Context: an optimization exercise on an open-source flow, tuned for small area, a short achievable clock period and few clock cycles per item. The choices shown serve that exercise and are no tape-out recipe. Only simulation tests tie the RTL to the original design; equivalence was not proved. Power and IR drop assume default switching activity.

[flow/design.v]
module mnet_crc_step (
    input  wire [15:0] crc_in,
    input  wire [7:0]  data,
    output reg  [15:0] crc_out
);
    integer i;
    always @(*) begin
        crc_out = crc_in ^ {data, 8'h00};
        for (i = 0; i < 8; i = i + 1) begin
            if (crc_out[15])
                crc_out = {crc_out[14:0], 1'b0} ^ 16'h1021;
            else
                crc_out = {crc_out[14:0], 1'b0};
        end
    end
endmodule
module mnet_rxv (
    input  wire        clk,
    input  wire        rst,
    input  wire        key_wr,
    input  wire [2:0]  key_len,
    input  wire [47:0] key_data,
    input  wire        line_rx_valid,
    output wire        line_rx_ready,
    input  wire [7:0]  line_rx_data,
    input  wire        rx_obf,
    output wire        resp_valid,
    input  wire        resp_ready,
    output wire [7:0]  resp_data,
    output wire        resp_last
);
    localparam NB = 16;           
    localparam NS = 17;           
    localparam QD = 8;            
    localparam QA = 3;            
    localparam Q_OK  = 2'd0,
               Q_CRC = 2'd1,
               Q_BAD = 2'd2;
    integer k;
    genvar gb;
    reg [47:0] key;
    reg [2:0]  klen;
    always @(posedge clk) begin
        if (rst) begin
            klen <= 3'd0;
        end else if (key_wr && key_len >= 3'd3 && key_len <= 3'd6) begin
            klen <= key_len;
            key  <= key_data;
        end
    end
    reg       rdy_q;
    reg       i_v, s_v;
    reg [7:0] i_d, s_d;
    reg       i_o, s_o;
    reg       i_ff, i_01, i_04, i_00;
    wire      acc = line_rx_valid && rdy_q;
    wire      consume;
    assign line_rx_ready = rdy_q;
    wire [7:0] n_d = s_v ? s_d : line_rx_data;
    wire       n_o = s_v ? s_o : rx_obf;
    always @(posedge clk) begin
        if (rst) begin
            i_v   <= 1'b0;
            s_v   <= 1'b0;
            rdy_q <= 1'b0;
        end else begin
            if (!i_v || consume) begin
                i_d  <= n_d;
                i_o  <= n_o;
                i_ff <= (n_d == 8'hFF);
                i_01 <= (n_d == 8'h01);
                i_04 <= (n_d == 8'h04);
                i_00 <= (n_d == 8'h00);
                i_v  <= s_v || acc;
                s_v  <= s_v && acc;
            end else begin
                if (acc) s_v <= 1'b1;
            end
            if (acc && (s_v || (i_v && !consume))) begin
                s_d <= line_rx_data; s_o <= rx_obf;
            end
            rdy_q <= !((s_v && !(consume || !i_v)) || (acc && i_v && !consume) || (acc && s_v));
        end
    end
    reg [8:0] wc, cm, rc;
    reg [4:0] wr17, cm17, rc17;
    reg [4:0] ph;                 
    reg       room;               
    function [4:0] inc17(input [4:0] x);
        inc17 = (x == 5'd16) ? 5'd0 : x + 5'd1;
    endfunction
    reg [7:0]    wb [0:NB-1];
    reg [NB-1:0] wb_v;
    wire [7:0]   rout [0:NB-1];   
    wire [5:0] dns = {1'b0, wr17} - {1'b0, ph} - 6'd1;
    wire [4:0] dn  = dns[5] ? dns[4:0] + 5'd17 : dns[4:0];
    reg  [3:0] wbk;
    reg        wsel;
    wire       we  = wsel && wb_v[wbk];
    wire [7:0] wbd = wb[wbk];
    generate
        for (gb = 0; gb < NB; gb = gb + 1) begin : bank
            reg [8*NS-1:0] r;
            always @(posedge clk) begin
                r <= {r[8*NS-9:0], (we && wbk == gb) ? wbd : r[8*NS-1 -: 8]};
            end
            assign rout[gb] = r[8*NS-1 -: 8];
        end
    endgenerate
    reg        p_hunt, p_hdr, p_pay, p_crc1, p_crc2, p_term;
    reg        esc;
    reg [4:0]  hc;        
    reg [7:0]  rem;       
    reg        rem1;      
    reg [15:0] crc;
    reg        crc0;      
    reg        obf;
    reg [2:0]  ki;
    reg [7:0]  kx;        
    wire [2:0] ki_n = (ki == klen - 3'd1) ? 3'd0 : ki + 3'd1;
    reg  [7:0] key_n;
    always @(*) begin
        case (ki_n)
            3'd0:    key_n = key[7:0];
            3'd1:    key_n = key[15:8];
            3'd2:    key_n = key[23:16];
            3'd3:    key_n = key[31:24];
            3'd4:    key_n = key[39:32];
            default: key_n = key[47:40];
        endcase
    end
    wire [15:0] crc_next;
    mnet_crc_step u_crc (.crc_in(crc), .data(i_d), .crc_out(crc_next));
    reg [1:0]  sq [0:QD-1];
    reg [QA:0] sq_wp, sq_rp;
    wire       sq_full  = (sq_wp[QA] != sq_rp[QA]) && (sq_wp[QA-1:0] == sq_rp[QA-1:0]);
    wire       sq_empty = (sq_wp == sq_rp);
    wire in_body   = p_hdr || p_pay || p_crc1 || p_crc2;
    wire body_ok   = esc ? i_ff : !i_ff;             
    wire esc_start = in_body && !esc && i_ff;
    wire lone_esc  = in_body && esc && !i_ff;
    wire body_byte = in_body && body_ok;
    wire store     = (p_hdr || p_pay) && body_ok;
    wire start     = p_hunt && i_01;
    wire fr_end    = p_term || lone_esc;
    wire good_end  = p_term && i_04 && crc0;
    wire bad_end   = fr_end && !good_end;
    wire wb_free   = !wb_v[wc[3:0]];
    wire can = !((store || start) && !(wb_free && room)) && !(fr_end && sq_full)
               && !(bad_end && (wb_v != {NB{1'b0}}));
    assign consume = i_v && can;
    wire [7:0] pay_x = (obf && p_pay) ? (i_d ^ kx) : i_d;
    wire       wr    = consume && store;
    wire [1:0] st_code = good_end ? Q_OK : (p_term && i_04) ? Q_CRC : Q_BAD;
    always @(posedge clk) begin
        if (rst) begin
            p_hunt <= 1'b1;
            p_hdr  <= 1'b0;
            p_pay  <= 1'b0;
            p_crc1 <= 1'b0;
            p_crc2 <= 1'b0;
            p_term <= 1'b0;
            esc    <= 1'b0;
            sq_wp  <= {(QA+1){1'b0}};
        end else if (consume) begin
            if (p_hunt && i_01) begin
                p_hunt <= 1'b0;
                p_hdr  <= 1'b1;
                esc    <= 1'b0;
                hc     <= 5'b00001;
                crc    <= 16'h0000;
                crc0   <= 1'b1;
                obf    <= i_o && (klen != 3'd0);
                ki     <= 3'd0;
                kx     <= key[7:0];
            end
            if (p_term || lone_esc) begin
                p_term <= 1'b0;
                p_hdr  <= 1'b0;
                p_pay  <= 1'b0;
                p_crc1 <= 1'b0;
                p_crc2 <= 1'b0;
                p_hunt <= 1'b1;
            end
            if (esc_start) esc <= 1'b1;
            if (body_byte) begin
                esc <= 1'b0;
                crc <= crc_next;
                crc0 <= (crc_next == 16'h0000);
                if (p_hdr) begin
                    hc <= {hc[3:0], 1'b0};
                    if (hc[4]) begin
                        rem    <= i_d;
                        rem1   <= (i_d == 8'h01);
                        p_hdr  <= 1'b0;
                        p_pay  <= !i_00;
                        p_crc1 <= i_00;
                    end
                end
                if (p_pay) begin
                    rem  <= rem - 8'd1;
                    rem1 <= (rem == 8'd2);
                    ki   <= ki_n;
                    kx   <= key_n ^ i_d;
                    if (rem1) begin
                        p_pay  <= 1'b0;
                        p_crc1 <= 1'b1;
                    end
                end
                if (p_crc1) begin
                    p_crc1 <= 1'b0;
                    p_crc2 <= 1'b1;
                end
                if (p_crc2) begin
                    p_crc2 <= 1'b0;
                    p_term <= 1'b1;
                end
            end
            if (fr_end) begin
                sq[sq_wp[QA-1:0]] <= st_code;
                sq_wp <= sq_wp + 1'b1;
            end
        end
    end
    always @(posedge clk) begin
        if (rst) begin
            wc   <= 9'd0;
            wr17 <= 5'd0;
            cm   <= 9'd0;
            cm17 <= 5'd0;
            ph   <= 5'd0;
            room <= 1'b0;
            wb_v <= {NB{1'b0}};
            wsel <= 1'b0;
        end else begin
            ph   <= inc17(ph);
            room <= ((wc - rc) < 9'd270);
            wbk  <= wc[3:0] - dn[3:0];
            wsel <= (dn == 5'd0) ? wr : (dn == 5'd16) ? !wr : 1'b1;
            if (we) wb_v[wbk] <= 1'b0;
            if (consume && (store || start)) begin
                wc   <= wc + 9'd1;
                wr17 <= inc17(wr17);
            end
            if (wr) begin
                wb[wc[3:0]]   <= pay_x;
                wb_v[wc[3:0]] <= 1'b1;
            end
            if (consume && good_end) begin
                cm   <= wc;
                cm17 <= wr17;
            end
            if (consume && bad_end) begin
                wc   <= cm;
                wr17 <= cm17;
            end
        end
    end
    localparam R_IDLE = 1'b0, R_DATA = 1'b1;
    reg         rs;
    reg [2:0]   rhc;        
    reg [7:0]   rrem;       
    reg         rrem1;      
    wire        at_rc = (ph == rc17);
    wire        byp   = we && (wbk == rc[3:0]);
    wire [7:0]  rbyte = byp ? wbd : rout[rc[3:0]];
    reg       o_v, o_l, k_v, k_l, space;
    reg [7:0] o_d, k_d;
    assign resp_valid = o_v;
    assign resp_data  = o_d;
    assign resp_last  = o_l;
    wire [1:0] sq_head = sq[sq_rp[QA-1:0]];
    wire       r_stat  = (rs == R_IDLE) && !sq_empty && space;
    wire       r_data  = (rs == R_DATA) && at_rc && space;
    wire       hdr_len = (rhc == 3'd4);
    wire       d_last  = hdr_len ? (rbyte == 8'h00) : (rhc == 3'd5 && rrem1);
    wire       e_v = r_stat || r_data;
    wire [7:0] e_d = r_stat ? ((sq_head == Q_OK) ? 8'h00 :
                               (sq_head == Q_CRC) ? 8'h03 : 8'h02) : rbyte;
    wire       e_l = r_stat ? (sq_head != Q_OK) : d_last;
    always @(posedge clk) begin
        if (rst) begin
            rs    <= R_IDLE;
            sq_rp <= {(QA+1){1'b0}};
            rc    <= 9'd0;
            rc17  <= 5'd0;
        end else begin
            if (r_stat) begin
                sq_rp <= sq_rp + 1'b1;
                rhc   <= 3'd0;
                if (sq_head == Q_OK) begin
                    rs   <= R_DATA;
                    rc   <= rc + 9'd1;
                    rc17 <= inc17(rc17);
                end
            end
            if (r_data) begin
                rc   <= rc + 9'd1;
                rc17 <= inc17(rc17);
                if (rhc != 3'd5) rhc <= rhc + 3'd1;
                if (hdr_len) begin
                    rrem  <= rbyte;
                    rrem1 <= (rbyte == 8'd1);
                end else if (rhc == 3'd5) begin
                    rrem  <= rrem - 8'd1;
                    rrem1 <= (rrem == 8'd2);
                end
                if (d_last) rs <= R_IDLE;
            end
        end
    end
    always @(posedge clk) begin
        if (rst) begin
            o_v   <= 1'b0;
            k_v   <= 1'b0;
            space <= 1'b0;
        end else begin
            if (!o_v || resp_ready) begin
                if (k_v) begin
                    o_d <= k_d; o_l <= k_l; o_v <= 1'b1;
                    if (e_v) begin k_d <= e_d; k_l <= e_l; end
                    k_v <= e_v;
                end else begin
                    o_d <= e_d; o_l <= e_l; o_v <= e_v;
                end
                space <= 1'b1;
            end else begin
                if (e_v) begin k_d <= e_d; k_l <= e_l; k_v <= 1'b1; end
                space <= !(k_v || e_v);
            end
        end
    end
endmodule
[flow/run.sh]
#!/bin/bash
# synth_recipe.tcl (not shown) runs the flow's synth.tcl, then flattens the netlist and writes it again
# the make line also repeats each setting of config.mk as NAME=value (left out here)
make -C /OpenROAD-flow-scripts/flow DESIGN_CONFIG=/design/flow/config.mk WORK_HOME=/design/flow/orfs CLKGATE_MAP_FILE= SYNTH_SCRIPT=/design/flow/synth_recipe.tcl finish
[flow/config.mk]
export PLATFORM = sky130hd
export DESIGN_NAME = mnet_rxv
export DESIGN_NICKNAME = mnet_rxv
export VERILOG_FILES = /design/flow/design.v
export SDC_FILE = /design/flow/constraint.sdc
export NUM_CORES = 4
export LEC_CHECK = 0
export ABC_CLOCK_PERIOD_IN_PS = 2200
export CAP_MARGIN = 20
export CORE_MARGIN = 2
export CORE_UTILIZATION = 65
export SETUP_SLACK_MARGIN = 2.8
export SLEW_MARGIN = 20
[flow/constraint.sdc]
create_clock -name core_clock -period 5.0 [get_ports {clk}]
set_input_delay 1.0000 -clock core_clock [delete_from_list [all_inputs] [get_ports {clk}]]
set_output_delay 1.0000 -clock core_clock [all_outputs]
set_load 0.01 [all_outputs]
==> results.yml, run 1 <==
floorplanning:
  die_h_um: 318.6
  ios: 76
  start_util_pct: 65.44
  dieArea_um2: 101500
  rows: 115
  core-area_um2: 98280
  die_w_um: 318.6
sta:
  hold_slack_ns: 0.3033
  finalHoldViolCount: 0
  drv_slew: 0
  fin_crit_sh_pct: 63.06
  fmax_mhz: 317.2
  rsz0062_at_grt: "true"
  fin_crit_ns: 3.153
  clock_skew_ns: 0.05171
  fin_ws_ns: 1.847
  slew_headroom_pct: 36.76
  setup_viol: 0
  worst_pin_slew_ns: 0.9463
  tns_ns: 0
worst_setup_path:
  crit_type: "reg -> reg"
  reg2reg_slack_ns: 1.85
  rr_worst_depth: 14
  rr_startpoint: "wr17[0]"
  startpoint: "wr17[0]"
  end_kind: "flop"
  cp_max_fo: 5
  required_ns: 5.65
  startpoint_type: "flop"
  arrival_ns: 3.80
global_routing:
  use_met3_pct: 4.693
  grtUsageMet2_pct: 47.51
  grt_busiest_layer: "met2"
  overflow: 0
  grt_pass1_wl_um: 214500
  antenna_found_initial: 13
  grt_use_total_pct: 28.51
  grt_max_degree: 65
  use_met1_pct: 37.95
  grt_pass1_vias: 33760
cts:
  root_buffer: "clkbuf_16"
  worstSkewPairLatency_ns: 0.81
  cts_tree: "built"
  cts.sinks: 2564
  cts_buffer_depth: 3
  clk_pin_slew_ns: 0.10
  numCtsBuffers: 212
  cts_htree_levels: 4
drt:
  drc: 0
  vias_per_cell: 5.405
  wl_per_cell_um: 24.90
  antenna_left: 0
  wl_um: 146700
  drt_iter0_drc: 2995
  first_pass_iters: 7
  vias: 31860
yosys:
  syn_nets: 4095
  yosysWarnings: 2
  syn_inst: 3977
  async_flop_share_pct: 0
  yosysSeqAreaShare_pct: 84.34
  synth_cell_types: 80
  yosys_most_used_dff: "dfxtp_1"
  synth-seq-cells: 2564
  syn_area_um2: 64310
  syn_avg_cell_area_um2: 16.17
  synth_edf_count: 291
cells_and_area:
  area_growth_pct: 23.60
  final_cell_mix: "2250 x dfxtp_1, 291 x edfxtp_1, 225 x clkbuf_16"
  drive_above_1_share_pct: 25.28
  stdcell_count: 5894
  final_cell_area_um2: 79490
  final_common_cell: "dfxtp_1"
  post-route-util_pct: 80.88
  nNetsFinal: 4540
job:
  cap_violations: 0
placement:
  portBuffers: 75
  place_area_um2: 67350
  post-dp-hpwl_um: 75380
  dp_cells: 5259
  place_ws_ns: 1.189
  place_congestion: 0.8378
power:
  power_mw: 41.26
  p_leak_nw: 31.01
  vdd_drop_max_mv: 0.4892
  p_per_area_nw_per_um2: 519.1
status:
  status: "finished clean"
min_path:
  hp-class: "reg -> reg"
==> state kept, by name, indices dropped and copies added, names as in the netlist, 8 cells and up, named ones only <==
name    cells
bank.r   2176
wb        128
key        48
crc        16
sq         16
wb_v       16
cm          9
rc          9
wc          9
i_d         8
k_d         8
kx          8
o_d         8
rem         8
rrem        8
s_d         8
==> worst max-delay path: stages (launching register included) <==
cell,delay (ns)
dfxtp_2,0.41
ha_4,0.16
inv_2,0.04
fa_1,0.56
inv_2,0.07
ha_4,0.21
mux2_4,0.27
inv_2,0.07
ha_4,0.18
a21o_1,0.16
a21oi_2,0.14
xnor2_1,0.09
xnor2_1,0.25
xnor2_2,0.15
mux2_4,0.27
==> layer usage <==
metal | share of wire (%) | up-vias
li1 | - | 14380
met5 | 0 | -
met4 | 3.6 | 0
met1 | 42 | 15900
met2 | 49 | 1239
met3 | 5.7 | 338
==> cell usage after synthesis, drive strengths merged, types with 23 or more instances <==
master  instances  share of area (%)
dfxtp        2273                 71
nand2         179                1.0
nor2          161               0.94
inv            58               0.34
ha             50               0.97
clkbuf         65               0.38
a22oi          41               0.48
mux4           47                1.7
nor3           27               0.23
mux2          158                2.8
a31oi          23               0.22
nand3          56               0.44
a21oi          79               0.61
mux2i          24               0.37
xnor2          73               0.99
o21ai          57               0.45
xor2           37               0.50
edfxtp        291                 14
buf            38               0.33
==> final cells by class <==
cell class	instances	area (um2)
diodes	3	7.507
clock buffers	308	6350
clock inverters	88	1140
fillers	4565	18790
inverters	59	261.5
multi-input cells	1253	11970
flip-flops and latches	2564	54300
well taps	1287	1610
repair buffers	332	3850
==> logic make-up after synthesis <==
logic type      after synthesis  synth area share (%)
compound gates              328                 3.498
xor+xnor                    110                 1.498
fa+ha+maj                    53                 1.066
buf+inv                     162                 1.054
flops                      2564                 84.34
mux                         229                 4.792
simple gates                531                 3.751
==> how the worst min path moves through the flow <==
stage | start | cells after the start | end | slack [ns]
global placement | bank[11].r[66] | 0 | bank[11].r[74] | 0.31
global route | bank[2].r[108] | 0 | bank[2].r[116] | 0.31
finish | bank[14].r[98] | 0 | bank[14].r[106] | 0.30
floorplan | bank[0].r[92] | 0 | bank[0].r[100] | 0.31
CTS | bank[3].r[4] | 0 | bank[3].r[12] | 0.30
detailed placement | bank[11].r[52] | 0 | bank[11].r[60] | 0.31
==> where the power goes <==
part           switching, mW  internal [mW]  leakage, nW
combinational           1.45           1.21         6.35
clock                   7.62           9.97         3.68
sequential             0.112           20.9         21.0
==> what timing repair did <==
action                     CTS  global route
setup buffers              161            61
resized for setup          397           196
hold buffers                 0             0
gates cloned                11             3
pin swaps                  129           100
setup endpoints to repair  623           605
Testbench counts, summed over its fixed seeds: cycles 16,123, items 192.
==> inputs of run 2 (changes only) <==
--- a/flow/design.v
+++ b/flow/design.v
@@ -83,7 +83,7 @@
         end
     end
     reg [8:0] wc, cm, rc;
-    reg [4:0] wr17, cm17, rc17;
+    reg [4:0] rc17;
     reg [4:0] ph;                 
     reg       room;               
     function [4:0] inc17(input [4:0] x);
@@ -92,11 +92,9 @@
     reg [7:0]    wb [0:NB-1];
     reg [NB-1:0] wb_v;
     wire [7:0]   rout [0:NB-1];   
-    wire [5:0] dns = {1'b0, wr17} - {1'b0, ph} - 6'd1;
-    wire [4:0] dn  = dns[5] ? dns[4:0] + 5'd17 : dns[4:0];
-    reg  [3:0] wbk;
-    reg        wsel;
-    wire       we  = wsel && wb_v[wbk];
+    reg  [4:0] wd, cd;
+    reg  [3:0] wbk, cbk;
+    wire       we  = (wd != 5'd0) && wb_v[wbk];
     wire [7:0] wbd = wb[wbk];
     generate
         for (gb = 0; gb < NB; gb = gb + 1) begin : bank
@@ -108,6 +106,8 @@
         end
     endgenerate
     reg        p_hunt, p_hdr, p_pay, p_crc1, p_crc2, p_term;
+    reg        p_body;    
+    reg        p_st;      
     reg        esc;
     reg [4:0]  hc;        
     reg [7:0]  rem;       
@@ -133,19 +133,19 @@
     mnet_crc_step u_crc (.crc_in(crc), .data(i_d), .crc_out(crc_next));
     reg [1:0]  sq [0:QD-1];
     reg [QA:0] sq_wp, sq_rp;
-    wire       sq_full  = (sq_wp[QA] != sq_rp[QA]) && (sq_wp[QA-1:0] == sq_rp[QA-1:0]);
+    reg        sq_full;
     wire       sq_empty = (sq_wp == sq_rp);
-    wire in_body   = p_hdr || p_pay || p_crc1 || p_crc2;
+    wire in_body   = p_body;
     wire body_ok   = esc ? i_ff : !i_ff;             
     wire esc_start = in_body && !esc && i_ff;
     wire lone_esc  = in_body && esc && !i_ff;
     wire body_byte = in_body && body_ok;
-    wire store     = (p_hdr || p_pay) && body_ok;
+    wire store     = p_st && body_ok;
     wire start     = p_hunt && i_01;
     wire fr_end    = p_term || lone_esc;
     wire good_end  = p_term && i_04 && crc0;
     wire bad_end   = fr_end && !good_end;
-    wire wb_free   = !wb_v[wc[3:0]];
+    reg  wb_free;         
     wire can = !((store || start) && !(wb_free && room)) && !(fr_end && sq_full)
                && !(bad_end && (wb_v != {NB{1'b0}}));
     assign consume = i_v && can;
@@ -160,12 +160,16 @@
             p_crc1 <= 1'b0;
             p_crc2 <= 1'b0;
             p_term <= 1'b0;
+            p_body <= 1'b0;
+            p_st   <= 1'b0;
             esc    <= 1'b0;
             sq_wp  <= {(QA+1){1'b0}};
         end else if (consume) begin
             if (p_hunt && i_01) begin
                 p_hunt <= 1'b0;
                 p_hdr  <= 1'b1;
+                p_body <= 1'b1;
+                p_st   <= 1'b1;
                 esc    <= 1'b0;
                 hc     <= 5'b00001;
                 crc    <= 16'h0000;
@@ -180,6 +184,8 @@
                 p_pay  <= 1'b0;
                 p_crc1 <= 1'b0;
                 p_crc2 <= 1'b0;
+                p_body <= 1'b0;
+                p_st   <= 1'b0;
                 p_hunt <= 1'b1;
             end
             if (esc_start) esc <= 1'b1;
@@ -195,6 +201,7 @@
                         p_hdr  <= 1'b0;
                         p_pay  <= !i_00;
                         p_crc1 <= i_00;
+                        p_st   <= !i_00;
                     end
                 end
                 if (p_pay) begin
@@ -205,6 +212,7 @@
                     if (rem1) begin
                         p_pay  <= 1'b0;
                         p_crc1 <= 1'b1;
+                        p_st   <= 1'b0;
                     end
                 end
                 if (p_crc1) begin
@@ -214,6 +222,7 @@
                 if (p_crc2) begin
                     p_crc2 <= 1'b0;
                     p_term <= 1'b1;
+                    p_body <= 1'b0;
                 end
             end
             if (fr_end) begin
@@ -222,37 +231,60 @@
             end
         end
     end
+    wire       sq_push = consume && fr_end;
+    wire       sq_pop;
+    wire [QA:0] sq_wpn = sq_wp + sq_push;
+    wire [QA:0] sq_rpn = sq_rp + sq_pop;
+    always @(posedge clk) begin
+        if (rst) sq_full <= 1'b0;
+        else     sq_full <= (sq_wpn[QA] != sq_rpn[QA]) && (sq_wpn[QA-1:0] == sq_rpn[QA-1:0]);
+    end
+    wire [3:0] wc1  = wc[3:0] + 4'd1;
+    wire       wf_a = !(wb_v[wc[3:0]] && !(we && wbk == wc[3:0]));
+    wire       wf_b = !(wb_v[wc1] && !(we && wbk == wc1));
+    always @(posedge clk) begin
+        if (rst)                    wb_free <= 1'b1;
+        else if (consume && bad_end) wb_free <= 1'b1;
+        else if (consume && (store || start)) wb_free <= wf_b;
+        else                        wb_free <= wf_a;
+    end
     always @(posedge clk) begin
         if (rst) begin
             wc   <= 9'd0;
-            wr17 <= 5'd0;
             cm   <= 9'd0;
-            cm17 <= 5'd0;
             ph   <= 5'd0;
+            wd   <= 5'd0;
+            wbk  <= 4'd0;
+            cd   <= 5'd0;
+            cbk  <= 4'd0;
             room <= 1'b0;
             wb_v <= {NB{1'b0}};
-            wsel <= 1'b0;
         end else begin
             ph   <= inc17(ph);
             room <= ((wc - rc) < 9'd270);
-            wbk  <= wc[3:0] - dn[3:0];
-            wsel <= (dn == 5'd0) ? wr : (dn == 5'd16) ? !wr : 1'b1;
             if (we) wb_v[wbk] <= 1'b0;
             if (consume && (store || start)) begin
                 wc   <= wc + 9'd1;
-                wr17 <= inc17(wr17);
+                wbk  <= wbk + 4'd1;
+            end else begin
+                wd   <= (wd == 5'd0) ? 5'd16 : wd - 5'd1;
+                if (wd != 5'd0) wbk <= wbk + 4'd1;
             end
+            cd <= (cd == 5'd0) ? 5'd16 : cd - 5'd1;
+            if (cd != 5'd0) cbk <= cbk + 4'd1;
             if (wr) begin
                 wb[wc[3:0]]   <= pay_x;
                 wb_v[wc[3:0]] <= 1'b1;
             end
             if (consume && good_end) begin
                 cm   <= wc;
-                cm17 <= wr17;
+                cd   <= (wd == 5'd0) ? 5'd16 : wd - 5'd1;
+                cbk  <= (wd != 5'd0) ? wbk + 4'd1 : wbk;
             end
             if (consume && bad_end) begin
                 wc   <= cm;
-                wr17 <= cm17;
+                wd   <= (cd == 5'd0) ? 5'd16 : cd - 5'd1;
+                wbk  <= (cd != 5'd0) ? cbk + 4'd1 : cbk;
             end
         end
     end
@@ -271,6 +303,7 @@
     assign resp_last  = o_l;
     wire [1:0] sq_head = sq[sq_rp[QA-1:0]];
     wire       r_stat  = (rs == R_IDLE) && !sq_empty && space;
+    assign     sq_pop  = r_stat;
     wire       r_data  = (rs == R_DATA) && at_rc && space;
     wire       hdr_len = (rhc == 3'd4);
     wire       d_last  = hdr_len ? (rbyte == 8'h00) : (rhc == 3'd5 && rrem1);
--- a/flow/config.mk
+++ b/flow/config.mk
@@ -9,5 +9,6 @@
 export CAP_MARGIN = 20
 export CORE_MARGIN = 2
 export CORE_UTILIZATION = 65
+export CTS_BUF_LIST = sky130_fd_sc_hd__clkbuf_8
 export SETUP_SLACK_MARGIN = 2.8
 export SLEW_MARGIN = 20
==> results.yml, run 2 <==
min_path:
  hold_end: "bank[7].r[33]"
  min-delay-start: "bank[7].r[25]"
  hold-path-cell-count: 0
  hp-class: "reg -> reg"
cells_and_area:
  fillerInstances: 4960
  regArea_um2: 54330
  drive_above_1_share_pct: 29.00
  final_common_cell: "dfxtp_1"
  nNetsFinal: 4887
  largest_reg_flops: 2176
  multi_input_area_um2: 12690
  top_register: "bank.r"
  final_cell_mix: "2253 x dfxtp_1, 444 x clkbuf_8, 287 x edfxtp_1"
  area_growth_pct: 24.88
yosys:
  syn_inst: 4095
  yosysWarnings: 2
  async_flop_share_pct: 0
  syn_nets: 4207
  synth-seq-cells: 2567
  synth_top_area_share_pct: 70.56
  synth_edf_count: 287
  syn_avg_cell_area_um2: 15.80
  synthTopCellsByArea: "dfxtp_1 71%, edfxtp_1 13%, mux2_2 2.2%, mux4_2 1.7%, nand2_1 1.4%"
  synth_top_area_cell: "dfxtp_1"
  yosysMostFrequentCell: "dfxtp_1"
  synthMuxAreaShare_pct: 4.321
  synth-adder-area-share_pct: 0.9361
  synth_top_family_by_area: "multiplexers"
  syn_area_um2: 64690
  synth_xor_area_share_pct: 1.828
  synth_compound_area_share_pct: 3.667
  yosys_most_used_dff: "dfxtp_1"
  synth_cell_types: 82
  yosys.area_share.simple_pct: 4.292
  yosys-top-cells-count: "2280 x dfxtp_1, 287 x edfxtp_1, 234 x nand2_1"
  yosysSeqAreaShare_pct: 83.88
drt:
  wl_um: 129900
  vias_per_cell: 5.160
  vias: 32600
  antenna_left: 0
  first_pass_iters: 8
  drc: 0
  drt_iter0_drc: 2268
  wl_per_cell_um: 20.56
cts:
  cts.sinks: 2567
  worstSkewPairLatency_ns: 0.98
  cts_tree: "built"
  numCtsBuffers: 370
  cts_buffer_depth: 4
  root_buffer: "clkbuf_8"
  cts_htree_levels: 5
  clk_pin_slew_ns: 0.06
job:
  cap_violations: 0
power:
  power.switching_mw: 9.724
  vdd_drop_max_mv: 0.3556
  switching_share_pct: 23.29
  p_leak_nw: 31.60
  p_per_area_nw_per_um2: 516.8
  power.internal_mw: 32.03
  p_seq_share_pct: 53.5
  clockPowerShare_pct: 37.3
  p_comb_share_pct: 9.2
global_routing:
  grt_pass1_wl_um: 187000
  grt_use_total_pct: 24.43
  overflow: 0
  grt_pass1_vias: 32360
  antenna_found_initial: 6
  grt_max_degree: 80
floorplanning:
  rows: 115
  die_h_um: 319.5
  dieArea_um2: 102100
  ios: 76
  die_w_um: 319.5
  core-area_um2: 98560
  start_util_pct: 65.64
worst_setup_path:
  crit_chain: "buf_12, buf_16, mux4_2, a22oi_2, nand2_2, or4_4, nor4_4, o21ai_2, a21boi_1"
  crit_type: "reg -> reg"
  rr_worst_depth: 9
  rr_startpoint: "wbk[0]"
  arrival_ns: 3.77
  reg2reg_slack_ns: 1.99
  rr_endpoint: "k_l"
  cp_slowest_cell: "or4_4"
  cp_max_fo: 5
  max_stage_delay_ns: 0.58
  end_kind: "flop"
  startpoint_type: "flop"
  required_ns: 5.76
sta:
  fmax_mhz: 332.5
  fin_ws_ns: 1.992
  rsz0062_at_grt: "true"
  setup_viol: 0
  finalHoldViolCount: 0
  clock_skew_ns: 0.09668
  fin_crit_sh_pct: 60.16
  tns_ns: 0
  fin_crit_ns: 3.008
  slew_headroom_pct: 22.70
  drv_slew: 0
  worst_pin_slew_ns: 1.160
placement:
  place_ws_ns: 1.391
  post-dp-hpwl_um: 67290
  portBuffers: 75
  place_congestion: 0.8165
status:
  status: "finished clean"
-- run 2: kinds of logic after synthesis --
logic type               Yosys count
flip-flops                      2567
AND/OR/NAND/NOR                  611
AO/OA/AOI/OAI                    360
multiplexers                     202
buffers and inverters            172
XOR/XNOR                         135
adder cells (fa/ha/maj)           48
-- run 2: layout make-up --
class	instances	share of cell area [%]
Tap cell	1287	1.993
Clock inverter	178	1.177
Clock buffer	444	7.564
Multi-Input combinational cell	1366	15.71
Inverter	55	0.3005
Antenna cell	6	0.01859
Timing Repair Buffer	415	5.991
Sequential cell	2567	67.25
-- run 2: metrics by stage --
stage          cell area [um2]  hold slack (ns)  power (mW)  cells  utilization [%]
2_1_floorplan            65550           0.3096       24.16   4095                -
3_3_place_gp             67400           0.3095       24.88   5369            68.39
3_5_place_dp             67400           0.3121       24.95   5369            68.39
4_1_cts                  78790           0.2423       41.50   6230            79.94
5_1_grt                  80770           0.2669       43.25   6313            81.95
6_report                 80790           0.2582       41.75   6318            81.96
-- run 2: worst max-delay path: cells and delay by family, from the launching register on --
| family | cells | cell delay (ns) |
|---|---|---|
| mux | 1 | 0.50 |
| simple gates | 3 | 1.07 |
| compound gates | 3 | 0.58 |
| flops | 1 | 0.44 |
| buf+inv | 2 | 0.24 |
-- run 2: timing repair --
item | 4_1_cts | 5_1_grt
endpoints found under the setup margin | 516 | 498
gates cloned | 18 | 7
endpoints found under the hold margin | 0 | 0
buffers inserted | 221 | 75
pin swaps | 131 | 142
gates resized for setup | 480 | 297
hold buffers | 0 | 0
-- run 2: worst max path at each step --
stage / endpoint / from / slack [ns]
global placement: k_l / wbk[0] / 1.43
CTS: o_l / rc[1] / 2.06
finish: k_l / wbk[0] / 1.99
global route: rrem1 / wbk[0] / 1.94
floorplan: key[0] / rst / 2.10
detailed placement: k_l / wbk[1] / 1.39
-- run 2: per-layer routing --
layer,track usage [%],wire length (um),vias up
met5,0,0,-
met3,5.129,7708,341
met1,34.27,57700,15850
met2,37.00,59030,1137
met4,11.02,5439,0
li1,-,-,15280
-- run 2: power by group through the flow --
stage               Sequential (mW)  Combinational [mW]  Clock (mW)
floorplan                      22.5                1.62           0
global placement               22.8                2.13           0
detailed placement             22.8                2.16           0
CTS                            22.3                3.31        15.9
global route                   22.4                4.01        16.8
finish                         22.3                3.86        15.6
Testbench counts of run 2, summed over its fixed seeds: cycles 16,123, items 192.
==> inputs of run 3 (changes only) <==
--- a/flow/config.mk
+++ b/flow/config.mk
@@ -9,6 +9,5 @@
 export CAP_MARGIN = 20
 export CORE_MARGIN = 2
 export CORE_UTILIZATION = 65
-export CTS_BUF_LIST = sky130_fd_sc_hd__clkbuf_8
 export SETUP_SLACK_MARGIN = 2.8
 export SLEW_MARGIN = 20
==> results.yml, run 3 <==
status:
  status: "finished clean"
yosys:
  synth_xor_area_share_pct: 1.828
  synth_top_area_share_pct: 70.56
  yosysWarnings: 2
  yosysSeqAreaShare_pct: 83.88
  yosys.area_share.simple_pct: 4.292
  yosys_most_used_dff: "dfxtp_1"
  synthTopCellsByArea: "dfxtp_1 71%, edfxtp_1 13%, mux2_2 2.2%, mux4_2 1.7%, nand2_1 1.4%"
  synth_cell_types: 82
  synth_top_family_by_area: "multiplexers"
  syn_area_um2: 64690
  yosys-top-cells-count: "2280 x dfxtp_1, 287 x edfxtp_1, 234 x nand2_1"
  synth_top_area_cell: "dfxtp_1"
  synth-adder-area-share_pct: 0.9361
  synth-seq-cells: 2567
  syn_inst: 4095
  yosysMostFrequentCell: "dfxtp_1"
  synth_edf_count: 287
  async_flop_share_pct: 0
  synth_compound_area_share_pct: 3.667
  syn_nets: 4207
  syn_avg_cell_area_um2: 15.80
  synthMuxAreaShare_pct: 4.321
cells_and_area:
  regArea_um2: 54330
  fillerInstances: 4797
  stdcell_count: 6085
  top_register: "bank.r"
  final_common_cell: "dfxtp_1"
  area_growth_pct: 25.06
  post-route-util_pct: 82.08
  multi_input_area_um2: 12840
  largest_reg_flops: 2176
  nNetsFinal: 4723
  final_cell_mix: "2249 x dfxtp_1, 287 x edfxtp_1, 226 x clkbuf_16"
  drive_above_1_share_pct: 27.18
  final_cell_area_um2: 80900
power:
  vdd_drop_max_mv: 0.5003
  p_per_area_nw_per_um2: 534.0
  p_leak_nw: 31.11
worst_setup_path:
  required_ns: 5.51
  cp.depth: 12
  end_kind: "flop"
  startpoint_type: "flop"
  critical_path.top_delay_family: "compound AO/OA/AOI/OAI gates"
  max_stage_delay_ns: 0.44
  cp_max_fo: 12
  startpoint: "rc[0]"
  cp_num_buf_inv: 3
  crit_type: "reg -> reg"
  rr_worst_depth: 12
  cp_slowest_cell: "a32oi_4"
  arrival_ns: 3.46
  rr_endpoint: "o_l"
  rr_startpoint: "rc[0]"
  crit_chain: "inv_4, ha_4, buf_12, buf_16, nand2_1, a32oi_4, a221oi_2, a21oi_2, nor3_2, nor4bb_4, o21ai_2, a21oi_1"
  endpoint: "o_l"
  reg2reg_slack_ns: 2.05
sta:
  fmax_mhz: 338.9
  fin_ws_ns: 2.050
  finalHoldViolCount: 0
  rsz0062_at_grt: "true"
  clock_skew_ns: 0.05852
  fin_crit_ns: 2.950
  tns_ns: 0
  fin_crit_sh_pct: 59.01
  worst_pin_slew_ns: 1.099
  slew_headroom_pct: 26.71
  setup_viol: 0
  drv_slew: 0
floorplanning:
  core-area_um2: 98560
  ios: 76
  die_h_um: 319.5
  rows: 115
  dieArea_um2: 102100
  die_w_um: 319.5
  start_util_pct: 65.64
placement:
  place_area_um2: 67400
  post-dp-hpwl_um: 67290
  portBuffers: 75
  dp_cells: 5369
  place_ws_ns: 1.391
  place_congestion: 0.8165
cts:
  hold_buffers: 0
  worstSkewPairLatency_ns: 0.81
  cts_buffer_depth: 3
  cts_htree_levels: 4
  root_buffer: "clkbuf_16"
  clk_pin_slew_ns: 0.07
  cts.sinks: 2567
  numCtsBuffers: 217
  cts_tree: "built"
global_routing:
  antenna_found_initial: 9
  overflow: 0
  grt_pass1_wl_um: 188600
  grt_use_total_pct: 24.72
  grt_pass1_vias: 31820
  grt_max_degree: 80
drt:
  antenna_left: 0
  wl_um: 132200
  drt_iter0_drc: 2429
  vias: 32140
  wl_per_cell_um: 21.72
  first_pass_iters: 5
  vias_per_cell: 5.281
  drc: 0
min_path:
  hp-class: "reg -> reg"
job:
  cap_violations: 0
## run 3: worst register-to-register path: stages, from the launching register on
cell,delay [ns]
dfxtp_4,0.38
inv_4,0.09
ha_4,0.28
buf_12,0.18
buf_16,0.18
nand2_1,0.12
a32oi_4,0.44
a221oi_2,0.13
a21oi_2,0.22
nor3_2,0.06
nor4bb_4,0.16
o21ai_2,0.30
a21oi_1,0.12
## run 3: metrics by stage
| stage | power, mW | hold WS, ns |
|---|---|---|
| after global placement | 24.88 | 0.3095 |
| final | 43.20 | 0.2867 |
| after CTS | 42.67 | 0.2787 |
| after floorplan | 24.16 | 0.3096 |
| after detailed placement | 24.95 | 0.3121 |
| after global routing | 44.53 | 0.2905 |
## run 3: layout make-up
cell class	count	area share [%]
Antenna cell	4	0.01237
Clock buffer	321	7.906
Clock inverter	81	1.067
Inverter	55	0.3000
Multi-Input combinational cell	1369	15.87
Sequential cell	2567	67.15
Tap cell	1287	1.990
Timing Repair Buffer	401	5.702
## run 3: cell families after synthesis
group           count (synthesis)
fa+ha+maj                      48
xor+xnor                      135
mux                           202
simple gates                  611
compound gates                360
flops                        2567
buf+inv                       172
## run 3: worst min-delay path by stage
stage | from | end | slack, ns | cells after the start
2_1_floorplan | bank[0].r[92] | bank[0].r[100] | 0.31 | 0
3_3_place_gp | bank[5].r[54] | bank[5].r[62] | 0.31 | 0
3_5_place_dp | bank[0].r[24] | bank[0].r[32] | 0.31 | 0
4_1_cts | bank[4].r[108] | bank[4].r[116] | 0.28 | 0
5_1_grt | bank[14].r[12] | bank[14].r[20] | 0.29 | 0
6_report | bank[14].r[12] | bank[14].r[20] | 0.29 | 0
## run 3: repair_timing
action / 4_1_cts / 5_1_grt
gates cloned: 15 / 11
setup buffers: 219 / 65
pin swaps: 139 / 133
setup endpoints to repair: 517 / 518
resized for setup: 487 / 313
## run 3: routing by layer
layer	track usage (%)	vias up	routed length (um)
met5	0	-	0
li1	-	14930	-
met4	11.39	0	7096
met2	37.71	1126	58870
met1	34.72	15700	58430
met3	4.629	384	7761
## run 3: report_power, final
part / switching, mW / internal (mW)
registers: 0.436 / 21.9
clock network: 7.22 / 9.51
logic: 2.23 / 1.90
total: 9.89 / 33.3
==> inputs of run 4 (changes only) <==
--- a/flow/design.v
+++ b/flow/design.v
@@ -89,13 +89,17 @@
     function [4:0] inc17(input [4:0] x);
         inc17 = (x == 5'd16) ? 5'd0 : x + 5'd1;
     endfunction
-    reg [7:0]    wb [0:NB-1];
-    reg [NB-1:0] wb_v;
-    wire [7:0]   rout [0:NB-1];   
-    reg  [4:0] wd, cd;
-    reg  [3:0] wbk, cbk;
-    wire       we  = (wd != 5'd0) && wb_v[wbk];
+    function [4:0] dec17(input [4:0] x);
+        dec17 = (x == 5'd0) ? 5'd16 : x - 5'd1;
+    endfunction
+    reg [7:0]  wb [0:NB-1];
+    reg [4:0]  np;                
+    reg [3:0]  wbk;
+    reg [4:0]  dd;
+    reg [4:0]  wd, cd;            
+    wire       we  = (dd == 5'd0) && (np != 5'd0);
     wire [7:0] wbd = wb[wbk];
+    wire [7:0] rout [0:NB-1];     
     generate
         for (gb = 0; gb < NB; gb = gb + 1) begin : bank
             reg [8*NS-1:0] r;
@@ -147,7 +151,7 @@
     wire bad_end   = fr_end && !good_end;
     reg  wb_free;         
     wire can = !((store || start) && !(wb_free && room)) && !(fr_end && sq_full)
-               && !(bad_end && (wb_v != {NB{1'b0}}));
+               && !(bad_end && (np != 5'd0));
     assign consume = i_v && can;
     wire [7:0] pay_x = (obf && p_pay) ? (i_d ^ kx) : i_d;
     wire       wr    = consume && store;
@@ -239,102 +243,108 @@
         if (rst) sq_full <= 1'b0;
         else     sq_full <= (sq_wpn[QA] != sq_rpn[QA]) && (sq_wpn[QA-1:0] == sq_rpn[QA-1:0]);
     end
-    wire [3:0] wc1  = wc[3:0] + 4'd1;
-    wire       wf_a = !(wb_v[wc[3:0]] && !(we && wbk == wc[3:0]));
-    wire       wf_b = !(wb_v[wc1] && !(we && wbk == wc1));
+    wire       inc  = consume && (store || start);
+    wire [4:0] np_k = np - {4'd0, we};
     always @(posedge clk) begin
-        if (rst)                    wb_free <= 1'b1;
-        else if (consume && bad_end) wb_free <= 1'b1;
-        else if (consume && (store || start)) wb_free <= wf_b;
-        else                        wb_free <= wf_a;
+        if (rst)      wb_free <= 1'b1;
+        else if (inc) wb_free <= (np_k < 5'd15);
+        else          wb_free <= (np_k < 5'd16);
     end
     always @(posedge clk) begin
         if (rst) begin
             wc   <= 9'd0;
             cm   <= 9'd0;
             ph   <= 5'd0;
-            wd   <= 5'd0;
+            np   <= 5'd0;
             wbk  <= 4'd0;
+            dd   <= 5'd0;
+            wd   <= 5'd0;
             cd   <= 5'd0;
-            cbk  <= 4'd0;
             room <= 1'b0;
-            wb_v <= {NB{1'b0}};
         end else begin
             ph   <= inc17(ph);
             room <= ((wc - rc) < 9'd270);
-            if (we) wb_v[wbk] <= 1'b0;
-            if (consume && (store || start)) begin
-                wc   <= wc + 9'd1;
-                wbk  <= wbk + 4'd1;
+            np   <= np_k + {4'd0, inc};
+            if (we) wbk <= wbk + 4'd1;
+            else    dd  <= dec17(dd);
+            cd <= dec17(cd);
+            if (inc) begin
+                wb[wc[3:0]] <= pay_x;
+                wc <= wc + 9'd1;
             end else begin
-                wd   <= (wd == 5'd0) ? 5'd16 : wd - 5'd1;
-                if (wd != 5'd0) wbk <= wbk + 4'd1;
-            end
-            cd <= (cd == 5'd0) ? 5'd16 : cd - 5'd1;
-            if (cd != 5'd0) cbk <= cbk + 4'd1;
-            if (wr) begin
-                wb[wc[3:0]]   <= pay_x;
-                wb_v[wc[3:0]] <= 1'b1;
+                wd <= dec17(wd);
             end
             if (consume && good_end) begin
-                cm   <= wc;
-                cd   <= (wd == 5'd0) ? 5'd16 : wd - 5'd1;
-                cbk  <= (wd != 5'd0) ? wbk + 4'd1 : wbk;
+                cm <= wc;
+                cd <= dec17(wd);
             end
             if (consume && bad_end) begin
-                wc   <= cm;
-                wd   <= (cd == 5'd0) ? 5'd16 : cd - 5'd1;
-                wbk  <= (cd != 5'd0) ? cbk + 4'd1 : cbk;
+                wc  <= cm;
+                wd  <= dec17(cd);
+                wbk <= cm[3:0];
+                dd  <= dec17(cd);
             end
         end
     end
     localparam R_IDLE = 1'b0, R_DATA = 1'b1;
     reg         rs;
     reg [2:0]   rhc;        
+    reg [7:0]   rlen;       
     reg [7:0]   rrem;       
     reg         rrem1;      
+    reg         space;      
+    reg         rq_v, rq_l, rq_h4;
+    reg  [7:0]  rq_d;
+    wire        rq_z = (rq_d == 8'h00);
+    wire        len_end = rq_v && rq_h4 && rq_z;
+    wire [7:0]  len_now = (rq_v && rq_h4) ? rq_d : rlen;
     wire        at_rc = (ph == rc17);
     wire        byp   = we && (wbk == rc[3:0]);
     wire [7:0]  rbyte = byp ? wbd : rout[rc[3:0]];
-    reg       o_v, o_l, k_v, k_l, space;
-    reg [7:0] o_d, k_d;
+    reg       o_v, o_l, k_v, k_l, k2_v, k2_l;
+    reg [7:0] o_d, k_d, k2_d;
     assign resp_valid = o_v;
     assign resp_data  = o_d;
     assign resp_last  = o_l;
     wire [1:0] sq_head = sq[sq_rp[QA-1:0]];
-    wire       r_stat  = (rs == R_IDLE) && !sq_empty && space;
+    wire       r_stat  = ((rs == R_IDLE) || len_end) && !sq_empty && space;
+    wire       r_data  = (rs == R_DATA) && at_rc && space && !len_end;
     assign     sq_pop  = r_stat;
-    wire       r_data  = (rs == R_DATA) && at_rc && space;
-    wire       hdr_len = (rhc == 3'd4);
-    wire       d_last  = hdr_len ? (rbyte == 8'h00) : (rhc == 3'd5 && rrem1);
-    wire       e_v = r_stat || r_data;
-    wire [7:0] e_d = r_stat ? ((sq_head == Q_OK) ? 8'h00 :
-                               (sq_head == Q_CRC) ? 8'h03 : 8'h02) : rbyte;
-    wire       e_l = r_stat ? (sq_head != Q_OK) : d_last;
+    wire       d_last  = (rhc == 3'd5) ? (len_now == 8'd1) : (rhc == 3'd6) && rrem1;
     always @(posedge clk) begin
         if (rst) begin
             rs    <= R_IDLE;
             sq_rp <= {(QA+1){1'b0}};
             rc    <= 9'd0;
             rc17  <= 5'd0;
+            rq_v  <= 1'b0;
         end else begin
+            rq_v <= r_stat || r_data;
+            if (len_end) rs <= R_IDLE;
             if (r_stat) begin
                 sq_rp <= sq_rp + 1'b1;
                 rhc   <= 3'd0;
+                rq_d  <= (sq_head == Q_OK) ? 8'h00 : (sq_head == Q_CRC) ? 8'h03 : 8'h02;
+                rq_l  <= (sq_head != Q_OK);
+                rq_h4 <= 1'b0;
                 if (sq_head == Q_OK) begin
                     rs   <= R_DATA;
                     rc   <= rc + 9'd1;
                     rc17 <= inc17(rc17);
                 end
             end
+            if (rq_v && rq_h4) rlen <= rq_d;
             if (r_data) begin
-                rc   <= rc + 9'd1;
-                rc17 <= inc17(rc17);
-                if (rhc != 3'd5) rhc <= rhc + 3'd1;
-                if (hdr_len) begin
-                    rrem  <= rbyte;
-                    rrem1 <= (rbyte == 8'd1);
-                end else if (rhc == 3'd5) begin
+                rc    <= rc + 9'd1;
+                rc17  <= inc17(rc17);
+                rq_d  <= rbyte;
+                rq_l  <= d_last;
+                rq_h4 <= (rhc == 3'd4);
+                if (rhc != 3'd6) rhc <= rhc + 3'd1;
+                if (rhc == 3'd5) begin
+                    rrem  <= len_now - 8'd1;
+                    rrem1 <= (len_now == 8'd2);
+                end else if (rhc == 3'd6) begin
                     rrem  <= rrem - 8'd1;
                     rrem1 <= (rrem == 8'd2);
                 end
@@ -342,25 +352,36 @@
             end
         end
     end
+    wire       q_v = rq_v;
+    wire [7:0] q_d = rq_d;
+    wire       q_l = rq_h4 ? rq_z : rq_l;
+    wire       drain = o_v && resp_ready;
+    wire       s0v = drain ? k_v  : o_v;
+    wire       s1v = drain ? k2_v : k_v;
+    wire       s2v = drain ? 1'b0 : k2_v;
+    wire [7:0] s0d = drain ? k_d  : o_d;
+    wire       s0l = drain ? k_l  : o_l;
+    wire [7:0] s1d = drain ? k2_d : k_d;
+    wire       s1l = drain ? k2_l : k_l;
+    wire       nq_o = s0v || q_v;
+    wire       n_k = s1v || (s0v && q_v);
+    wire       n_k2 = s2v || (s1v && q_v);
     always @(posedge clk) begin
         if (rst) begin
             o_v   <= 1'b0;
             k_v   <= 1'b0;
+            k2_v  <= 1'b0;
             space <= 1'b0;
         end else begin
-            if (!o_v || resp_ready) begin
-                if (k_v) begin
-                    o_d <= k_d; o_l <= k_l; o_v <= 1'b1;
-                    if (e_v) begin k_d <= e_d; k_l <= e_l; end
-                    k_v <= e_v;
-                end else begin
-                    o_d <= e_d; o_l <= e_l; o_v <= e_v;
-                end
-                space <= 1'b1;
-            end else begin
-                if (e_v) begin k_d <= e_d; k_l <= e_l; k_v <= 1'b1; end
-                space <= !(k_v || e_v);
-            end
+            o_v  <= nq_o;
+            k_v  <= n_k;
+            k2_v <= n_k2;
+            if (s0v)      begin o_d <= s0d; o_l <= s0l; end
+            else if (q_v) begin o_d <= q_d; o_l <= q_l; end
+            if (s1v)      begin k_d <= s1d; k_l <= s1l; end
+            else if (q_v) begin k_d <= q_d; k_l <= q_l; end
+            if (!s2v && q_v) begin k2_d <= q_d; k2_l <= q_l; end
+            space <= ({2'b0, nq_o} + {2'b0, n_k} + {2'b0, n_k2} + {2'b0, r_stat || r_data}) <= 3'd2;
         end
     end
 endmodule
--- a/flow/config.mk
+++ b/flow/config.mk
@@ -9,5 +9,7 @@
 export CAP_MARGIN = 20
 export CORE_MARGIN = 2
 export CORE_UTILIZATION = 65
+export CTS_CLUSTER_DIAMETER = 100
+export CTS_CLUSTER_SIZE = 32
 export SETUP_SLACK_MARGIN = 2.8
 export SLEW_MARGIN = 20
==> results.yml, run 4 <==
cells_and_area:
  area_growth_pct: 12.98
  nNetsFinal: 4389
  top_register: "bank.r"
  largest_reg_flops: 2176
  final_cell_mix: "2257 x dfxtp_1, 314 x edfxtp_1, 147 x nand2_1"
  drive_above_1_share_pct: 17.30
  final_common_cell: "dfxtp_1"
  final_cell_area_um2: 73580
yosys:
  yosys-top-cells-count: "2276 x dfxtp_1, 314 x edfxtp_1, 161 x mux2_2"
  yosysMostFrequentCell: "dfxtp_1"
  syn_area_um2: 65130
  yosys_most_used_dff: "dfxtp_1"
  synth_top_area_cell: "dfxtp_1"
  synth-seq-cells: 2590
  synth_edf_count: 314
  synth_cell_types: 79
  syn_inst: 3994
  yosysWarnings: 2
  syn_nets: 4113
  synthTopCellsByArea: "dfxtp_1 70%, edfxtp_1 14%, mux2_2 2.8%, mux4_2 1.6%, ha_1 1.0%"
  synth_top_area_share_pct: 69.96
  async_flop_share_pct: 0
  yosysSeqAreaShare_pct: 84.44
  syn_avg_cell_area_um2: 16.31
placement:
  post-dp-hpwl_um: 67890
  place_congestion: 0.7787
  place_ws_ns: 1.100
  portBuffers: 75
  place_area_um2: 67600
cts:
  clk_pin_slew_ns: 0.12
  hold_buffers: 0
  worstSkewPairLatency_ns: 0.72
  numCtsBuffers: 91
  cts_tree: "built"
  cts_htree_levels: 3
  root_buffer: "clkbuf_16"
  cts.sinks: 2590
  cts_buffer_depth: 3
sta:
  fin_ws_ns: 2.203
  fmax_mhz: 357.5
  fin_crit_sh_pct: 55.94
  clock_skew_ns: 0.02805
  setup_viol: 0
  rsz0062_at_grt: "true"
  hold_slack_ns: 0.3209
  worst_pin_slew_ns: 0.9117
  slew_headroom_pct: 39.22
  finalHoldViolCount: 0
  drv_slew: 0
  tns_ns: 0
  fin_crit_ns: 2.797
floorplanning:
  start_util_pct: 65.32
  dieArea_um2: 102700
  rows: 116
  die_h_um: 320.5
  ios: 76
  die_w_um: 320.5
  core-area_um2: 99710
drt:
  wl_per_cell_um: 20.16
  drc: 0
  drt_iter0_drc: 2030
  wl_um: 112700
  vias_per_cell: 5.199
  first_pass_iters: 6
  antenna_left: 0
  vias: 29070
worst_setup_path:
  required_ns: 5.58
  rr_startpoint: "rq_d[7]"
  arrival_ns: 3.38
  crit_chain: "nor4_4, a31oi_4, or2_4, inv_4, nor2_4, fa_1, inv_2, ha_4, ha_4, nor3b_4, nor2_1, nor2_1"
  rr_endpoint: "space"
  startpoint_type: "flop"
  reg2reg_slack_ns: 2.20
  max_stage_delay_ns: 0.54
  crit_type: "reg -> reg"
  cp_max_fo: 3
  rr_worst_depth: 12
  cp_num_buf_inv: 2
  critical_path.top_delay_family: "simple AND/OR/NAND/NOR gates"
  cp.depth: 12
  end_kind: "flop"
  cp_slowest_cell: "edfxtp_1"
power:
  p_leak_nw: 28.15
  power_mw: 32.87
  p_per_area_nw_per_um2: 446.7
  vdd_drop_max_mv: 0.4179
job:
  cap_violations: 0
min_path:
  min-delay-start: "bank[0].r[40]"
  hold-path-cell-count: 0
  hp-class: "reg -> reg"
  hold_end: "bank[0].r[48]"
global_routing:
  grt_max_degree: 82
  grt_pass1_wl_um: 169600
  grt_pass1_vias: 28920
  grt_use_total_pct: 21.65
  overflow: 0
  antenna_found_initial: 2
status:
  status: "finished clean"
run 4: per-layer routing:
layer  part of all wire (%)  GRT usage [%]
met1                     47          31.66
met2                     46          33.96
met3                    3.7          2.696
met4                    3.6          7.188
met5                      0              0
run 4: worst register-to-register path: cells and delay by family, from the launching register on:
family | cells | cell delay [ns]
buffers and inverters | 2 | 0.12
adder cells (fa/ha/maj) | 3 | 0.88
flip-flops | 1 | 0.54
AND/OR/NAND/NOR | 6 | 0.99
AO/OA/AOI/OAI | 1 | 0.14
run 4: power by group:
part	total (mW)	internal [mW]	leakage [nW]	switching, mW
sequential	21.8	21.6	21.2	0.246
clock	9.07	3.40	1.20	5.67
combinational	1.99	0.943	5.74	1.04
run 4: worst max path at each step:
stage                  end        from  slack, ns
floorplan           key[0]         rst       2.12
finish               space     rq_d[7]       2.20
detailed placement   space  resp_ready       1.10
CTS                  space     rq_d[2]       2.20
global route         space     rq_d[0]       2.10
global placement     space  resp_ready       1.07
run 4: repair_timing:
item | in CTS | in global routing
endpoints found under the hold margin | 0 | 0
resized for setup | 272 | 110
gates cloned | 9 | 6
pin swaps | 60 | 54
buffers inserted | 115 | 54
endpoints found under the setup margin | 592 | 590
run 4: cells by family (layout without fill, tap and decap cells):
family | after synthesis | count (layout) | share of synthesized area [%]
compound gates | 283 | 286 | 2.989
flops | 2590 | 2590 | 84.44
fa+ha+maj | 54 | 54 | 1.060
other cells | 0 | 3 | 0
simple gates | 528 | 531 | 3.796
mux | 253 | 253 | 5.082
buf+inv | 170 | 460 | 1.051
xor+xnor | 116 | 116 | 1.581
run 4: area by class of cell:
class | instances | area [um2]
sequential | 2590 | 55040
fill | 6146 | 26130
multi-input combinational | 1240 | 11070
timing repair buffer | 273 | 3024
clock buffer | 104 | 2326
tap | 1298 | 1624
inverter | 73 | 330.3
clock inverter | 9 | 147.6
timing repair inverter | 1 | 8.758
antenna | 3 | 7.507
run 4: metrics by stage:
| stage | std cells | utilization (%) |
|---|---|---|
| 3_3_place_gp | 5291 | 67.78 |
| 2_1_floorplan | 3994 | - |
| 5_1_grt | 5589 | 73.79 |
| 6_report | 5591 | 73.79 |
| 4_1_cts | 5528 | 72.67 |
| 3_5_place_dp | 5291 | 67.80 |
Testbench counts of run 4, summed over its fixed seeds: cycles 16,131, items 192.
==> inputs of run 5 (changes only) <==
--- a/flow/config.mk
+++ b/flow/config.mk
@@ -9,7 +9,5 @@
 export CAP_MARGIN = 20
 export CORE_MARGIN = 2
 export CORE_UTILIZATION = 65
-export CTS_CLUSTER_DIAMETER = 100
-export CTS_CLUSTER_SIZE = 32
 export SETUP_SLACK_MARGIN = 2.8
 export SLEW_MARGIN = 20
==> results.yml, run 5 <==
status:
  status: "finished clean"
yosys:
  syn_nets: 4113
  synthTopCellsByArea: "dfxtp_1 70%, edfxtp_1 14%, mux2_2 2.8%, mux4_2 1.6%, ha_1 1.0%"
  syn_avg_cell_area_um2: 16.31
  yosysSeqAreaShare_pct: 84.44
  synth_cell_types: 79
  synth_top_area_cell: "dfxtp_1"
  yosysMostFrequentCell: "dfxtp_1"
  synth-seq-cells: 2590
  syn_area_um2: 65130
  synth_edf_count: 314
  yosysWarnings: 2
  synth_top_area_share_pct: 69.96
  syn_inst: 3994
  async_flop_share_pct: 0
  yosys_most_used_dff: "dfxtp_1"
  yosys-top-cells-count: "2276 x dfxtp_1, 314 x edfxtp_1, 161 x mux2_2"
sta:
  drv_slew: 0
  tns_ns: 0
  slew_headroom_pct: 39.89
  worst_pin_slew_ns: 0.9016
  fmax_mhz: 358.8
  rsz0062_at_grt: "true"
  finalHoldViolCount: 0
  setup_viol: 0
  fin_crit_sh_pct: 55.73
  clock_skew_ns: 0.05120
  fin_crit_ns: 2.787
placement:
  place_congestion: 0.7787
  portBuffers: 75
  post-dp-hpwl_um: 67890
cells_and_area:
  nNetsFinal: 4532
  top_register: "bank.r"
  area_growth_pct: 21.11
  drive_above_1_share_pct: 22.02
  final_common_cell: "dfxtp_1"
  n_antenna_cell: 0
  post-route-util_pct: 79.11
  fillerInstances: 5214
  final_cell_mix: "2255 x dfxtp_1, 314 x edfxtp_1, 228 x clkbuf_16"
  largest_reg_flops: 2176
drt:
  wl_um: 123300
  first_pass_iters: 5
  drt_iter0_drc: 2143
  vias_per_cell: 5.167
  wl_per_cell_um: 20.92
  antenna_left: 0
  drc: 0
  vias: 30450
power:
  p_leak_nw: 30.74
  p_per_area_nw_per_um2: 520.3
  vdd_drop_max_mv: 0.4992
cts:
  clk_pin_slew_ns: 0.07
  cts_tree: "built"
  worstSkewPairLatency_ns: 0.80
  numCtsBuffers: 219
  cts_buffer_depth: 3
  cts.sinks: 2590
  root_buffer: "clkbuf_16"
  cts_htree_levels: 4
floorplanning:
  rows: 116
  start_util_pct: 65.32
  die_w_um: 320.5
  die_h_um: 320.5
  core-area_um2: 99710
  dieArea_um2: 102700
  ios: 76
worst_setup_path:
  rr_worst_depth: 12
  rr_endpoint: "space"
  arrival_ns: 3.40
  crit_type: "reg -> reg"
  rr_startpoint: "rq_d[7]"
  end_kind: "flop"
  reg2reg_slack_ns: 2.21
  required_ns: 5.61
  cp_max_fo: 3
  startpoint_type: "flop"
job:
  cap_violations: 0
global_routing:
  grt_max_degree: 82
  grt_use_total_pct: 23.88
  grt_pass1_vias: 31540
  antenna_found_initial: 3
  grt_pass1_wl_um: 185500
  overflow: 0
min_path:
  hold_end: "bank[0].r[48]"
  hp-class: "reg -> reg"
  hold-path-cell-count: 0
  min-delay-start: "bank[0].r[40]"
[run 5: cell counts after synthesis]
Identical to the previous run, type by type.
[run 5: critical path, stage by stage, from the launching register on]
cell      delay, ns
edfxtp_1       0.51
nor4_4         0.35
a31oi_4        0.14
or2_4          0.28
inv_4          0.07
nor2_4         0.04
fa_1           0.49
inv_2          0.05
ha_4           0.16
ha_4           0.20
nor3b_2        0.15
nor2_1         0.11
nor2_1         0.06
[run 5: routing by layer]
layer	routed length [um]	share of wire (%)	track usage, %	vias to the layer above
met3	5494	4.5	4.268	235
li1	-	-	-	14400
met4	4375	3.5	8.764	0
met5	0	0	0	-
met1	55010	45	32.66	15030
met2	58390	47	38.55	795
[run 5: final cells by class]
class,instances,area [um2],area share (%)
multi-input cells,1240,11260,14.28
well taps,1298,1624,2.059
clock inverters,75,1087,1.378
repair inverters,1,8.758,0.01110
flip-flops and latches,2590,55040,69.78
inverters,73,330.3,0.4188
clock buffers,328,6396,8.109
repair buffers,288,3128,3.966
[run 5: power breakdown]
part | total [mW] | leakage (nW) | switching, mW | internal [mW]
Clock | 17.2 | 3.67 | 7.27 | 9.96
Combinational | 1.98 | 5.87 | 1.07 | 0.915
Sequential | 21.8 | 21.2 | 0.254 | 21.6
Total | 41.0 | 30.7 | 8.59 | 32.4
[run 5: kinds of logic (layout without fill, tap and decap cells)]
family | count (synthesis) | count (layout) | share of synthesized area [%]
multiplexers | 253 | 253 | 5.082
AO/OA/AOI/OAI | 283 | 286 | 2.989
buffers and inverters | 170 | 765 | 1.051
flip-flops | 2590 | 2590 | 84.44
AND/OR/NAND/NOR | 528 | 531 | 3.796
XOR/XNOR | 116 | 116 | 1.581
adder cells (fa/ha/maj) | 54 | 54 | 1.060
[run 5: worst max-delay path by stage]
stage                         to  slack [ns]  startpoint  cells after the start
after floorplan           key[0]        2.12         rst                      3
after global placement     space        1.07  resp_ready                     12
after detailed placement   space        1.10  resp_ready                     12
after CTS                  space        2.24     rq_d[2]                     12
after global routing       space        2.09     rq_d[7]                     12
final                      space        2.21     rq_d[7]                     12
[run 5: stage by stage]
stage	hold slack [ns]	total power, mW	worst slack, ns	cells	area, um2
final	0.2790	41.04	2.213	5893	78880
after global routing	0.2828	42.33	2.092	5893	78880
after CTS	0.2746	41.10	2.243	5839	77740
after detailed placement	0.3121	23.55	1.100	5291	67600
after global placement	0.3096	23.47	1.067	5291	67590
after floorplan	0.3096	23.13	2.120	3994	65600
[run 5: what timing repair did]
action	CTS	global route
resized for setup	299	145
setup buffers	137	46
endpoints found under the setup margin	590	555
hold buffers	0	0
cloned	8	8
pin swaps	81	83

## what the ideal ports hide
No port has a modelled driver above. Below, the same layouts with a new extraction and two added sets of constraints.
Step 1 assumes that a clkbuf_16 drives the clock port and a buf_2 every other input.
Step 2, shift: input delay + t, output delay - t, t = (earliest + latest rising clock arrival at the registers) / 2. This alone moves slack from input paths to output paths.
a / b / c = ideal ports / drivers / drivers and shift; a / b = the first two.
run | t, ns | setup slack, ns | hold slack, ns | worst register clock-pin slew, ns
run 1 | 0.861 | 1.847 / 1.847 / 1.847 | 0.303 / 0.303 / 0.303 | 0.10 / 0.10
run 2 | 0.999 | 1.992 / 1.992 / 1.992 | 0.258 / 0.258 / 0.258 | 0.08 / 0.08
run 3 | 0.848 | 2.050 / 2.050 / 2.050 | 0.287 / 0.287 / 0.287 | 0.07 / 0.07
run 4 | 0.780 | 2.203 / 2.203 / 1.842 | 0.321 / 0.321 / 0.321 | 0.12 / 0.12
run 5 | 0.853 | 2.213 / 2.213 / 1.431 | 0.279 / 0.279 / 0.279 | 0.07 / 0.07
After both steps setup and hold are still met in every run listed. For run 5, which loses most, drivers alone change the setup slack by 0.000 ns; drivers and shift together by -0.782 ns.
